This is an optimization exercise on Yosys and OpenROAD, whose aim is small area, a short achievable clock period and few clock cycles per item, not a production implementation. Function was checked by simulation only, so behaviour that the tests miss may differ from the original.

[flow/config.mk]
export PLATFORM = sky130hd
export DESIGN_NAME = ectf17_sc
export DESIGN_NICKNAME = ectf17_sc
export VERILOG_FILES = /design/flow/design.v
export SDC_FILE = /design/flow/constraint.sdc
export NUM_CORES = 4
export LEC_CHECK = 0
export ABC_CLOCK_PERIOD_IN_PS = 5000
export CAP_MARGIN = 20
export CORE_MARGIN = 2
export CORE_UTILIZATION = 40
export PLACE_DENSITY = 0.6
export SETUP_SLACK_MARGIN = 5
export SLEW_MARGIN = 20
[flow/constraint.sdc]
create_clock -name core_clock -period 10.0 [get_ports {clk}]
set_input_delay 2.0000 -clock core_clock [delete_from_list [all_inputs] [get_ports {clk}]]
set_output_delay 2.0000 -clock core_clock [all_outputs]
set_load 0.01 [all_outputs]
[flow/run.sh]
#!/bin/bash
# synth_recipe.tcl (not shown) runs the flow's synth.tcl, then flattens the netlist and writes it again
# the make line also repeats each setting of config.mk as NAME=value (left out here)
make -C /OpenROAD-flow-scripts/flow DESIGN_CONFIG=/design/flow/config.mk WORK_HOME=/design/flow/orfs CLKGATE_MAP_FILE= SYNTH_SCRIPT=/design/flow/synth_recipe.tcl finish
[flow/design.v]
module sha256_kh #(
    parameter PB = 0                  
) (
    input  wire         clk,
    input  wire         start,        
    input  wire [16:0]  ph,           
    input  wire         k0,           
    input  wire         k1,           
    input  wire         k2,           
    input  wire         n0,           
    input  wire         n1,           
    input  wire         n2,           
    input  wire         n9,           
    input  wire         n14,          
    input  wire [31:0]  kn,           
    input  wire [31:0]  a_init,       
    input  wire [31:0]  e_init,
    input  wire [31:0]  hkw_init,
    input  wire [31:0]  kw0,          
    input  wire [31:0]  kw1,
    input  wire [31:0]  kw2,
    input  wire         wload,        
    input  wire [127:0] wval,
    input  wire         wxor,         
    input  wire [127:0] wx,
    input  wire         whold,        
    output wire [31:0]  a_new,
    output wire [31:0]  a_q,
    output wire [31:0]  b_q,
    output wire [31:0]  c_q,
    output wire [31:0]  w0_q,
    output wire [31:0]  w1_q,
    output wire [31:0]  w2_q,
    output wire [127:0] w03_q
);
    localparam [31:0] IV0 = 32'h6a09e667, IV1 = 32'hbb67ae85,
                      IV2 = 32'h3c6ef372, IV4 = 32'h510e527f,
                      IV5 = 32'h9b05688c;
    localparam [127:0] DOM = PB ? 128'h101112131415161718191a1b1c1d1e1f
                                : 128'h000102030405060708090a0b0c0d0e0f;
    function [31:0] wc;
        input integer i;
        begin
            case (i)
                4:  wc = DOM[127:96];
                5:  wc = DOM[95:64];
                6:  wc = DOM[63:32];
                7:  wc = DOM[31:0];
                8:  wc = 32'h80000000;
                15: wc = 32'd256;
                default: wc = 32'd0;
            endcase
        end
    endfunction
    function [31:0] csa_s;
        input [31:0] x, y, z;
        csa_s = x ^ y ^ z;
    endfunction
    function [31:0] csa_c;
        input [31:0] x, y, z;
        csa_c = {((x[30:0] & y[30:0]) | (x[30:0] & z[30:0]) | (y[30:0] & z[30:0])), 1'b0};
    endfunction
    reg [31:0] a, b, c, d, e, f, g, hkw;
    reg [31:0] w [0:15];
    reg [31:0] c0, c1, c2, c9;
    integer j;
    always @(*) begin
        c0 = 32'd0; c1 = 32'd0; c2 = 32'd0; c9 = 32'd0;
        for (j = 4; j <= 15; j = j + 1) c0 = c0 | (ph[j] ? wc(j) : 32'd0);
        for (j = 3; j <= 14; j = j + 1) c1 = c1 | (ph[j] ? wc(j + 1) : 32'd0);
        for (j = 2; j <= 13; j = j + 1) c2 = c2 | (ph[j] ? wc(j + 2) : 32'd0);
        for (j = 0; j <= 6;  j = j + 1) c9 = c9 | (ph[j] ? wc(j + 9) : 32'd0);
    end
    wire [31:0] ws   = (k0 ? kw0 : 32'd0) | c0 | (n0 ? w[0] : 32'd0);
    wire [31:0] ws1  = (k1 ? kw1 : 32'd0) | c1 | (n1 ? w[1] : 32'd0);
    wire [31:0] ws2  = (k2 ? kw2 : 32'd0) | c2 | (n2 ? w[2] : 32'd0);
    wire [31:0] ws9  = c9 | (n9 ? w[9] : 32'd0);
    wire [31:0] ws14 = (ph[1] ? 32'd256 : 32'd0) | (n14 ? w[14] : 32'd0);
    wire [31:0] s1  = {e[5:0], e[31:6]} ^ {e[10:0], e[31:11]} ^ {e[24:0], e[31:25]};
    wire [31:0] ch  = (e & f) ^ (~e & g);
    wire [31:0] s0  = {a[1:0], a[31:2]} ^ {a[12:0], a[31:13]} ^ {a[21:0], a[31:22]};
    wire [31:0] maj = (a & b) ^ (a & c) ^ (b & c);
    wire [31:0] x1s = csa_s(s1, ch, hkw);
    wire [31:0] x1c = csa_c(s1, ch, hkw);
    wire [31:0] e2s = csa_s(x1s, x1c, d);
    wire [31:0] e2c = csa_c(x1s, x1c, d);
    wire [31:0] a2s = csa_s(x1s, x1c, s0);
    wire [31:0] a2c = csa_c(x1s, x1c, s0);
    wire [31:0] a3s = csa_s(a2s, a2c, maj);
    wire [31:0] a3c = csa_c(a2s, a2c, maj);
    wire [31:0] e_new = e2s + e2c;
    assign      a_new = a3s + a3c;
    wire [31:0] hks = csa_s(g, kn, ws2);
    wire [31:0] hkc = csa_c(g, kn, ws2);
    wire [31:0] hkw_next = hks + hkc;
    wire [31:0] ss0 = {ws1[6:0], ws1[31:7]} ^ {ws1[17:0], ws1[31:18]} ^ (ws1 >> 3);
    wire [31:0] ss1 = {ws14[16:0], ws14[31:17]} ^ {ws14[18:0], ws14[31:19]} ^ (ws14 >> 10);
    wire [31:0] m1s = csa_s(ss0, ss1, ws9);
    wire [31:0] m1c = csa_c(ss0, ss1, ws9);
    wire [31:0] m2s = csa_s(m1s, m1c, ws);
    wire [31:0] m2c = csa_c(m1s, m1c, ws);
    wire [31:0] wnew = m2s + m2c;
    integer i;
    always @(posedge clk) begin
        if (start) begin
            a <= a_init; b <= IV0; c <= IV1; d <= IV2;
            e <= e_init; f <= IV4; g <= IV5; hkw <= hkw_init;
        end else begin
            a <= a_new; b <= a; c <= b; d <= c;
            e <= e_new; f <= e; g <= f; hkw <= hkw_next;
        end
        for (i = 4; i < 15; i = i + 1)
            w[i] <= w[i + 1];
        w[15] <= wnew;
        if (wload) begin
            w[0] <= wval[127:96];
            w[1] <= wval[95:64];
            w[2] <= wval[63:32];
            w[3] <= wval[31:0];
        end else if (wxor) begin
            w[0] <= w[0] ^ wx[127:96];
            w[1] <= w[1] ^ wx[95:64];
            w[2] <= w[2] ^ wx[63:32];
            w[3] <= w[3] ^ wx[31:0];
        end else if (!whold) begin
            for (i = 0; i < 4; i = i + 1)
                w[i] <= w[i + 1];
        end
    end
    assign a_q   = a;
    assign b_q   = b;
    assign c_q   = c;
    assign w0_q  = w[0];
    assign w1_q  = w[1];
    assign w2_q  = w[2];
    assign w03_q = {w[0], w[1], w[2], w[3]};
endmodule
module ectf17_sc (
    input  wire         clk,
    input  wire         rst,
    input  wire         cmd_valid,
    output wire         cmd_ready,
    input  wire [1:0]   cmd_op,
    input  wire [127:0] cmd_data,
    output reg          rsp_valid,
    output wire [127:0] rsp_data
);
    localparam [1:0] OP_LOAD = 2'd0, OP_CRYPT = 2'd1, OP_ADV = 2'd2, OP_MASK = 2'd3;
    localparam [31:0] IV0 = 32'h6a09e667, IV1 = 32'hbb67ae85,
                      IV2 = 32'h3c6ef372, IV3 = 32'ha54ff53a;
    localparam [31:0] CA = 32'hfc08884d, CE = 32'h98c7e2a2, CH = 32'h90bb1e3c;
    localparam [2047:0] KTAB = {
        32'hc67178f2, 32'hbef9a3f7, 32'ha4506ceb, 32'h90befffa,
        32'h8cc70208, 32'h84c87814, 32'h78a5636f, 32'h748f82ee,
        32'h682e6ff3, 32'h5b9cca4f, 32'h4ed8aa4a, 32'h391c0cb3,
        32'h34b0bcb5, 32'h2748774c, 32'h1e376c08, 32'h19a4c116,
        32'h106aa070, 32'hf40e3585, 32'hd6990624, 32'hd192e819,
        32'hc76c51a3, 32'hc24b8b70, 32'ha81a664b, 32'ha2bfe8a1,
        32'h92722c85, 32'h81c2c92e, 32'h766a0abb, 32'h650a7354,
        32'h53380d13, 32'h4d2c6dfc, 32'h2e1b2138, 32'h27b70a85,
        32'h14292967, 32'h06ca6351, 32'hd5a79147, 32'hc6e00bf3,
        32'hbf597fc7, 32'hb00327c8, 32'ha831c66d, 32'h983e5152,
        32'h76f988da, 32'h5cb0a9dc, 32'h4a7484aa, 32'h2de92c6f,
        32'h240ca1cc, 32'h0fc19dc6, 32'hefbe4786, 32'he49b69c1,
        32'hc19bf174, 32'h9bdc06a7, 32'h80deb1fe, 32'h72be5d74,
        32'h550c7dc3, 32'h243185be, 32'h12835b01, 32'hd807aa98,
        32'hab1c5ed5, 32'h923f82a4, 32'h59f111f1, 32'h3956c25b,
        32'he9b5dba5, 32'hb5c0fbcf, 32'h71374491, 32'h428a2f98};
    reg         busy;         
    reg         pend;         
    reg  [5:0]  s;            
    reg  [16:0] ph;           
    reg         k0, k1, k2, n0, n1, n2, n9, n14;
    reg         lastr;        
    wire idle = !busy && !pend;
    assign cmd_ready = idle || (cmd_op == OP_LOAD);
    wire accept   = cmd_valid && cmd_ready;
    wire do_load  = accept && (cmd_op == OP_LOAD);
    wire do_crypt = accept && (cmd_op == OP_CRYPT);
    wire do_step  = accept && (cmd_op == OP_CRYPT || cmd_op == OP_ADV);
    wire start    = pend || do_step;
    wire last     = busy && lastr;
    reg [31:0] kn;
    always @(*) begin
        case (s)
            6'd61:   kn = KTAB[63*32 +: 32] + IV0;
            6'd62,
            6'd63:   kn = 32'd0;
            default: kn = KTAB[{s + 6'd2, 5'd0} +: 32];
        endcase
    end
    wire [31:0] aw0, aw1, aw2;
    wire [31:0] a_an, a_aq, a_bq, a_cq;
    wire [31:0] m_an, m_aq, m_bq, m_cq;
    wire [31:0] a_init   = aw0 + CA;
    wire [31:0] e_init   = aw0 + CE;
    wire [31:0] hkw_init = aw1 + CH;
    wire [127:0] adv_dig  = {a_an, a_aq + IV1, a_bq + IV2, a_cq + IV3};
    wire [127:0] mask_dig = {m_an, m_aq + IV1, m_bq + IV2, m_cq + IV3};
    wire         kload = rst || do_load || last;
    wire [127:0] kval  = rst ? 128'd0 : do_load ? cmd_data : adv_dig;
    sha256_kh #(.PB(0)) u_adv (
        .clk(clk), .start(start), .ph(ph), .k0(k0), .k1(k1), .k2(k2),
        .n0(n0), .n1(n1), .n2(n2), .n9(n9), .n14(n14), .kn(kn),
        .a_init(a_init), .e_init(e_init), .hkw_init(hkw_init),
        .kw0(aw0), .kw1(aw1), .kw2(aw2),
        .wload(kload), .wval(kval), .wxor(1'b0), .wx(128'd0), .whold(!busy),
        .a_new(a_an), .a_q(a_aq), .b_q(a_bq), .c_q(a_cq),
        .w0_q(aw0), .w1_q(aw1), .w2_q(aw2), .w03_q());
    sha256_kh #(.PB(1)) u_mask (
        .clk(clk), .start(start), .ph(ph), .k0(k0), .k1(k1), .k2(k2),
        .n0(n0), .n1(n1), .n2(n2), .n9(n9), .n14(n14), .kn(kn),
        .a_init(a_init), .e_init(e_init), .hkw_init(hkw_init),
        .kw0(aw0), .kw1(aw1), .kw2(aw2),
        .wload(last), .wval(mask_dig), .wxor(do_crypt), .wx(cmd_data), .whold(!busy),
        .a_new(m_an), .a_q(m_aq), .b_q(m_bq), .c_q(m_cq),
        .w0_q(), .w1_q(), .w2_q(), .w03_q(rsp_data));
    always @(posedge clk) begin
        if (rst) begin
            busy      <= 1'b0;
            pend      <= 1'b1;
            rsp_valid <= 1'b0;
        end else begin
            rsp_valid <= accept && cmd_op[0];         
            if (do_load) begin
                busy <= 1'b0;
                pend <= 1'b1;
            end else if (start) begin
                busy <= 1'b1;
                pend <= 1'b0;
            end else if (last) begin
                busy <= 1'b0;
            end
        end
        if (start) begin
            s     <= 6'd0;
            ph    <= 17'd1;
            k0    <= 1'b1;
            k1    <= 1'b1;
            k2    <= 1'b1;
            n0    <= 1'b0;
            n1    <= 1'b0;
            n2    <= 1'b0;
            n9    <= 1'b0;
            n14   <= 1'b0;
            lastr <= 1'b0;
        end else begin
            s     <= s + 6'd1;
            ph    <= {ph[15:0], 1'b0};
            if (ph[3])  k0  <= 1'b0;
            if (ph[2])  k1  <= 1'b0;
            if (ph[1])  k2  <= 1'b0;
            if (ph[15]) n0  <= 1'b1;
            if (ph[14]) n1  <= 1'b1;
            if (ph[13]) n2  <= 1'b1;
            if (ph[6])  n9  <= 1'b1;
            if (ph[1])  n14 <= 1'b1;
            lastr <= (s == 6'd61);
        end
    end
endmodule
==> run_results.csv <==
group,metric,value,unit
timing,fin_worst_skew,78.2,ps
clock_network,cts.root.buffer_cell,"clkbuf_16",
final_layout,syn2layout_area_growth,23.1,%
worst_setup_path,critical_path_buf_inv_count,5,
placed_design,place.detailed.hpwl,344000,um
drt,drtIter0Drc,10100,
final_layout,layout.cells.most_common_list,"1244 x dfxtp_1, 711 x nand2_1, 706 x xnor2_1",
status,run_status,"complete, no violations",
worst_setup_path,setup.worst_path.start_class,"flop",
final_layout,biggestRegsByFlops,"u_adv.w: 512 flops, u_mask.w: 512 flops",
drt,detailroute.via_count,72000,
worst_setup_path,critical-path-top-delay-family,"compound AO/OA/AOI/OAI gates",
timing,layout_worst_path_cycle_share,52.3,%
logic_synthesis,syn-mean-instance-area,9.76,um^2
drt,remaining_drc_errors,0,
final_layout,final_cell_count_no_fill,11900,
worst_setup_path,timing.critical_path.to_type,"flop",
placed_design,place_congestion,1.09,
final_layout,final_core_utilization,49.5,%
final_layout,post_route_cells_drive_above_1_share,17.0,%
logic_synthesis,mappedNetlistNets,9354,
worst_setup_path,path_cells,"clkinvlp_4 -> ha_4 -> buf_12 -> buf_16 -> buf_4 -> o21ai_0 -> o211ai_1 -> o311ai_4 -> fa_1 -> inv_1 -> ha_1 -> o21a_1 -> nor2_1 -> a211o_1 -> a2111oi_4 -> nor2_2 -> a21oi_2 -> a311oi_2 -> a2111o_1 -> o211ai_1",
drt,wire_per_inst,36.8,um
timing,grt_setup_unrepaired,"yes",
timing,finalHoldViolations,0,
worst_setup_path,ff2ff_path_depth,20,
logic_synthesis,synthesized_instance_count,8534,
clock_network,sinks_on_the_clock_net,1570,
clock_network,clock_insertion_delay_worst_skew,890,ps
floorplan,die_height,460,um
placed_design,placedCellCount,11200,
drt,drt-vias-per-instance,6.05,
worst_setup_path,cpMostUsedCell,"o211ai_1",
drt,drt_pass1_iterations,9,
logic_synthesis,synthesis.area,83300,um^2
timing,max_freq,191,MHz
clock_network,cts_htree_levels,4,
clock_network,clk_pin_slew,70,ps
worst_setup_path,worst_r2r_endpoint,"u_mask.hkw[31]$_DFF_P_",
hold_path,holdPathStages,0,
timing,final_period_minus_worst_setup_slack,5230,ps
worst_setup_path,regToRegSetupSlack,4770,ps
worst_setup_path,critPathKind,"reg2reg",
logic_synthesis,yosysWarningCount,5,
hold_path,hold-path-endpoint,"u_adv.w[9][24]$_DFF_P_",
global_routing,largest_net_degree_at_the_start_of_global_routing,166,
logic_synthesis,ys_seq_elements,1570,
drt,totalWireLength,439000,um
worst_setup_path,path_max_fanout,6,
timing,report.final.slew_viol_count,0,
global_routing,global_route.usage.total,40.4,%
logic_synthesis,ys.flop_type,"dfxtp_1",
logic_synthesis,postSynth.asyncResetShare,0,%
floorplan,initial_utilization,40.2,%
floorplan,number_of_top_level_pins,263,
global_routing,initial_antenna_violation_count,61,
timing,maxSlewHeadroom,10.5,%
clock_network,cts_max_path_buffers,3,
hold_path,hp-class,"reg2reg",
worst_setup_path,stage_delay_of_the_slowest_cell_on_the_critical_path,540,ps
floorplan,design.die.area,212000,um^2
drt,detail-route-antenna-nets,0,
worst_setup_path,cp_data_required_time,10750,ps
floorplan,core_area,207000,um^2
timing,tightest_slew,1340,ps
final_layout,final_common_cell,"dfxtp_1",
timing,final_setup_fails,0,
timing,setup_total_negative_slack,0,ps
logic_synthesis,netlist-cell-type-count,90,
clock_network,cts_buffers,170,
floorplan,die_width,460,um
hold_path,hp-start,"u_adv.w[10][24]$_DFF_P_",
clock_network,tritoncts,"built",
logic_synthesis,yosysSeqAreaShare,40.8,%
worst_setup_path,cp.arrival,5980,ps
placed_design,place.port_buffers,262,
global_routing,grt_first_pass_wirelength,582000,um
worst_setup_path,timing.rr.start,"s[1]$_SDFF_PN0_",
global_routing,grt-ovfl-total,0,
global_routing,first_global_vias,67100,
final_layout,final_net_count,9751,
job,max-cap-violations,0,
floorplan,placement_row_count,167,
worst_setup_path,cp_slowest_cell,"fa_1",
logic_synthesis,synth-edff-count,256,
[how the worst max path moves through the flow]
stage                    startpoint                      to  slack [ps]  cells after the start
CTS                 s[2]$_SDFF_PN0_  u_mask.hkw[28]$_DFF_P_        4770                     21
floorplan           s[1]$_SDFF_PN0_  u_mask.hkw[31]$_DFF_P_        4990                     25
global route        s[2]$_SDFF_PN0_  u_mask.hkw[31]$_DFF_P_        4630                     25
detailed placement  s[1]$_SDFF_PN0_  u_mask.hkw[28]$_DFF_P_        2940                     20
global placement    s[1]$_SDFF_PN0_  u_mask.hkw[31]$_DFF_P_        2950                     23
finish              s[1]$_SDFF_PN0_  u_mask.hkw[31]$_DFF_P_        4770                     20
[synth_stat cells, types with 23 or more instances]
master | count | share of area [%]
dfxtp_1 | 1314 | 32
xnor2_1 | 769 | 8.1
nand2_1 | 745 | 3.4
o21ai_0 | 511 | 3.1
nor2_1 | 489 | 2.2
clkbuf_1 | 478 | 2.2
a21oi_1 | 471 | 2.8
fa_1 | 408 | 9.8
inv_1 | 375 | 1.7
xor2_1 | 295 | 3.1
ha_1 | 279 | 4.2
edfxtp_1 | 256 | 9.2
and2_1 | 233 | 1.8
nand2b_1 | 198 | 1.5
a21o_1 | 182 | 1.6
o211ai_1 | 172 | 1.6
nor3_1 | 110 | 0.66
nand3_1 | 103 | 0.62
a211oi_1 | 92 | 0.83
maj3_1 | 76 | 0.91
a311oi_1 | 62 | 0.65
a31oi_1 | 58 | 0.44
o21bai_1 | 54 | 0.49
buf_1 | 52 | 0.23
mux2i_1 | 50 | 0.60
o21a_1 | 50 | 0.45
and3_1 | 49 | 0.37
o31ai_1 | 41 | 0.37
a221o_1 | 37 | 0.44
a22oi_1 | 34 | 0.31
or3_1 | 34 | 0.26
nor2b_1 | 33 | 0.25
a22o_1 | 31 | 0.33
a221oi_1 | 25 | 0.26
nand4_1 | 24 | 0.18
nor4_1 | 24 | 0.18
mux2_2 | 23 | 0.31
[metal layers]
layer	up-vias	global-route usage [%]	routed length [um]
met5	-	0	244
met3	1328	10.8	46400
met1	35600	51.3	168000
met4	38	32.7	43900
met2	4863	57.5	180000
li1	30100	-	-
[layout make-up]
cell class | instances | area, um^2
well taps | 2788 | 3490
multi-input cells | 6055 | 49800
flip-flops and latches | 1570 | 34200
fillers | 19200 | 105000
clock inverters | 77 | 1050
repair buffers | 757 | 7470
inverters | 377 | 1460
clock buffers | 234 | 4920
diodes | 45 | 113
[logic make-up after synthesis]
family | after synthesis | synth area share (%)
and+or+nand+nor | 2124 | 12.1
buffers and inverters | 913 | 4.13
AOI/OAI and AO/OA | 2024 | 15.9
xor gates and xnor gates | 1064 | 11.2
adders and majority gates | 763 | 14.9
muxes | 76 | 0.993
DFF | 1570 | 40.8
[metrics by stage]
stage          hold slack (ps)  setup WS (ps)  instance area [um^2]
2_1_floorplan              310           4990                 83500
3_3_place_gp               309           2950                 88700
3_5_place_dp               312           2940                 88700
4_1_cts                    269           4770                100000
5_1_grt                    289           4630                102000
6_report                   280           4770                103000
[what timing repair did]
action / 4_1_cts / 5_1_grt
hold endpoints to repair: 0 / 0
setup endpoints to repair: 203 / 125
resized for setup: 652 / 336
cloned: 23 / 2
buffers inserted: 234 / 100
pin swaps: 227 / 203
hold buffers: 0 / 0
Testbench counts, summed over its fixed seeds: cycles 33,352, items 512.

[port drivers added, routing unchanged]
How much do the figures lean on ideal ports? The routed layout below was timed once more, with nothing changed but the port constraints.
Step 1 (the two cells are an assumption about what drives the block):
set clk [get_ports {clk}]
set_driving_cell -lib_cell sky130_fd_sc_hd__clkbuf_16 $clk
set_driving_cell -lib_cell sky130_fd_sc_hd__buf_2 [delete_from_list [all_inputs] $clk]
Step 2 moves the port delays by t, midway between the first and last clock arrival at a register: inputs arrive t later, outputs are due t later. That takes back most of the time a late clock gives input paths.
Slacks: no drivers / after step 1 / after step 2; pairs: no drivers / after step 1.
t (ns): 0.950
slack for setup (ns): 4.767 / 4.767 / 4.234
worst register clock-pin slew, ns: 0.07 / 0.07
worst data-port slew with drivers (ns): 0.06
After both steps this run still meets setup and hold. For this run, drivers alone change the setup slack by 0.000 ns; drivers and shift together by -0.533 ns.
